What follows belongs to an exercise in optimizing a design on an open flow for a short achievable clock period and few clock cycles; a production flow would make more cautious choices.
Function was checked by simulation only, so behaviour that the tests miss may differ from the original.
Power is estimated from default activity; no workload was simulated.

red:
==> flow/design.v (excerpt) <==
module ptd (
    input  wire        clk,
    input  wire        rst,           
    input  wire [7:0]  reg_addr,      
    input  wire        reg_we,
    input  wire [31:0] reg_wdata,
    output reg  [31:0] reg_rdata,
    input  wire [31:0] rom_size,
    input  wire [31:0] pix_size,
    input  wire [31:0] pkd_size,
    output reg         rom_req,
    output reg  [31:0] rom_addr,
    input  wire        rom_ack,
    input  wire [7:0]  rom_rdata,
    output reg         pix_req,
    output reg         pix_we,
    output reg  [31:0] pix_addr,
    output reg  [7:0]  pix_wdata,
    input  wire        pix_ack,
    input  wire [7:0]  pix_rdata,
    output reg         pkd_req,
    output reg  [31:0] pkd_addr,
    output reg  [7:0]  pkd_wdata,
    input  wire        pkd_ack,
    output wire        busy
);
Size in the first run: about 2100 flip-flops, ~310 I/O pins, roughly 130000 um^2 of cells after synthesis.
clock: 12.0 ns
lec_check: 0
cap_margin: 20
core_margin: 2
core_utilization: 40
setup_slack_margin: 5
slew_margin: 20
run.sh (not shown) runs the stock make flow with config.mk's settings and CLKGATE_MAP_FILE= SYNTH_SCRIPT=/design/flow/synth_recipe.tcl, a recipe that flattens the netlist after the stock synthesis.
Testbench counts of red, summed over its fixed seeds: cycles 94,968.
Input changes introduced in blue (baseline for comparison: red):
--- a/flow/design.v
+++ b/flow/design.v
@@ -333,37 +333,40 @@
                     end
                 end
             endcase
         end
     end
     wire f_last_cx = (fcx == gw_m1);
     wire f_last_cy = (fcy == gh_m1);
     wire f_rec_oob = fEnd > {2'b0, rom_size};
     wire f_take    = (fstate == FS_RECC) && !f_rec_oob && (space >= 5'd8);
     wire f_push    = (fstate == FS_RECR) && rom_ack && fb[0];
     wire t_oob     = ftaddr >= {1'b0, rom_size};
     always @(posedge clk) begin
-        if (mstate == M_IDLE) begin
+        if (rst || srst || m_end) begin
+            fstate  <= FS_IDLE;
+            rom_req <= 1'b0;
+        end else if (mstate == M_IDLE) begin
             fF       <= {1'b0, r_src};
             fcx      <= 16'd0;
             fcy      <= 16'd0;
             fkq      <= 2'd0;
             fmq      <= 2'd0;
             fmap_idx <= 32'd0;
             fdone    <= 1'b0;
             pf       <= 1'b0;
             rom_req  <= 1'b0;
-            fstate   <= !m_start ? FS_IDLE :
-                        (wop[2:0] == OP_ASSEMBLE) ? FS_MAPA :
-                        (wop[2:0] == OP_PACK)     ? FS_IDLE : FS_RECA;
+            if (m_start)
+                fstate <= (wop[2:0] == OP_ASSEMBLE) ? FS_MAPA :
+                          (wop[2:0] == OP_PACK)     ? FS_IDLE : FS_RECA;
         end else begin
             case (fstate)
                 FS_RECA: begin
                     fEnd   <= {1'b0, fF} + 34'd16;
                     fstate <= FS_RECC;
                 end
                 FS_RECC: begin
                     if (f_rec_oob) begin
                         pf      <= 1'b1;
                         pf_code <= F_ROMBOUNDS;
                         pf_info <= (fF >= {1'b0, rom_size}) ? fF[31:0] : rom_size;
                         fstate  <= FS_STOP;
@@ -476,28 +479,24 @@
                         pf      <= 1'b1;
                         pf_code <= F_IDUNDER;
                         pf_info <= {24'd0, ftid};
                         fstate  <= FS_STOP;
                     end else begin
                         fF     <= {1'b0, r_tsbase} + {21'd0, ftid - r_tbias, 4'd0};
                         fstate <= FS_RECA;
                     end
                 end
                 default: ;
             endcase
         end
-        if (rst) begin
-            fstate  <= FS_IDLE;
-            rom_req <= 1'b0;
-        end
     end
     always @(posedge clk) begin
         if (f_push)
             fifo[fwp] <= {~rom_rdata, ~f_even};
         if (mstate == M_IDLE) begin
             fwp   <= 4'd0;
             frp   <= 4'd0;
             fcnt  <= 5'd0;
             space <= 5'd16;
         end else begin
             if (f_push) fwp <= fwp + 4'd1;
             if (w_pop)  frp <= frp + 4'd1;
@@ -517,28 +516,31 @@
             else if (wkq != 2'd3)
                 nxt_org <= cell_org + ((wkq == 2'd0) ? 32'd16 :
                                        (wkq == 2'd1) ? p16 : s1_p16p16);
             else
                 nxt_org <= w_last_cx ? (crow_base + p32) : (cell_org + 32'd32);
         end
     end
     wire pq_push = pr_valid && !pk_stop && (pr_data[7:2] == 6'd0)
                  && (pr_x[1:0] == 2'd3 || pr_last);
     wire can_issue = !pk_stop && ({1'b0, pq_cnt} + {3'd0, pq_push} <= 4'd2);
     wire [7:0] pk_byte = acc | ({6'd0, pr_data[1:0]} << {~pr_x[1:0], 1'b0});
     always @(posedge clk) begin
-        if (mstate == M_IDLE) begin
+        if (rst || srst || m_end) begin
+            pix_req  <= 1'b0;
+            pix_we   <= 1'b0;
+            pr_valid <= 1'b0;
+        end else if (mstate == M_IDLE) begin
             pix_req   <= 1'b0;
             pix_we    <= 1'b0;
-            pr_valid  <= 1'b0;
             rb_cnt    <= 3'd0;
             wrow      <= 3'd0;
             cur_org   <= r_vbase;
             cell_org  <= r_vbase;
             crow_base <= r_vbase;
             wcx       <= 16'd0;
             wkq       <= 2'd0;
             wmq       <= 2'd0;
         end else if (go_pack) begin
             pix_req  <= 1'b1;
             pix_we   <= 1'b0;
             pix_addr <= r_vbase;
@@ -629,44 +631,39 @@
             end
             if (pr_valid && !pk_stop) begin
                 if (pr_data[7:2] != 6'd0) begin
                     pk_stop  <= 1'b1;
                     pk_finfo <= {pr_y, pr_x};
                     pix_req  <= 1'b0;
                 end else if (pq_push)
                     acc <= 8'd0;
                 else
                     acc <= pk_byte;
             end
         end
-        if (rst) begin
-            pix_req  <= 1'b0;
-            pix_we   <= 1'b0;
-            pr_valid <= 1'b0;
-        end
     end
     wire pq_pop = (pq_cnt != 3'd0) && pkd_ack;
     always @* begin
         pkd_req   = (pq_cnt != 3'd0);
         pkd_addr  = pk_ptr;
         pkd_wdata = pq[pq_rp];
     end
     always @(posedge clk) begin
         if (pq_push)
             pq[pq_wp] <= pk_byte;
-        if (go_pack) begin
+        if (rst || srst) begin
+            pq_cnt <= 3'd0;
+        end else if (go_pack) begin
             pq_cnt <= 3'd0;
             pq_wp  <= 2'd0;
             pq_rp  <= 2'd0;
             pk_ptr <= r_pkbase;
         end else begin
             if (pq_push) pq_wp <= pq_wp + 2'd1;
             if (pq_pop) begin
                 pq_rp  <= pq_rp + 2'd1;
                 pk_ptr <= pk_ptr + 32'd1;
             end
             pq_cnt <= pq_cnt + {2'd0, pq_push} - {2'd0, pq_pop};
         end
-        if (rst)
-            pq_cnt <= 3'd0;
     end
 endmodule
## What came out
- Against red as the reference, blue delivers a lower worst hold slack.
- red reports its slowest cell on the critical path as a21oi_2 while blue reports and3_1.
- Diff red -> blue: length in cells of the worst reg-to-reg path shrank by 2; chip height grew by 0.61%; worst max-slew margin expressed relative to the limit grew by 1.3 points.
- To summarise blue: no stage aborted, but the layout did not pass its checks, failing on antenna violations.
- Re cell area after technology mapping: blue is 1.2% up on red.
- In blue, the proportion of power drawn by combinational gates came out 1.2 points above the value in red.
- blue vs. red: flip-flop and latch power went up by about 2%, fraction of the mapped netlist area in simple logic gates went up by 0.56 points, total power went up by 0.58 mW.
- blue vs. red: clock tree cell share of total cell area held steady; clock skew went up; detail-routed via count per cell has increased; count of distinct cell types in the synthesized netlist went down by about 6%.
Testbench counts of blue, summed over its fixed seeds: cycles 94,968.

[re-timing with driven ports]
Ports are ideal in the flow. The routed layouts listed here were re-timed in OpenROAD. Step 1 sets driving cells, clkbuf_16 on the clock port and buf_2 on the other inputs (assumed; they add their load-dependent delay and slew). Step 2, shift: input delay + t, output delay - t, t = (earliest + latest rising clock arrival at the registers) / 2. This alone moves slack from input paths to output paths. Three values: ideal ports, drivers, drivers and shift; two values: the first two.
run	shift t [ns]	setup WS [ns]	worst setup path after step 2
red	1.044	4.904 / 4.619 / 4.619	input to output
blue	1.050	4.977 / 4.951 / 4.378	input to register
For blue, which loses most, drivers alone change the setup slack by -0.026 ns; drivers and shift together by -0.599 ns.
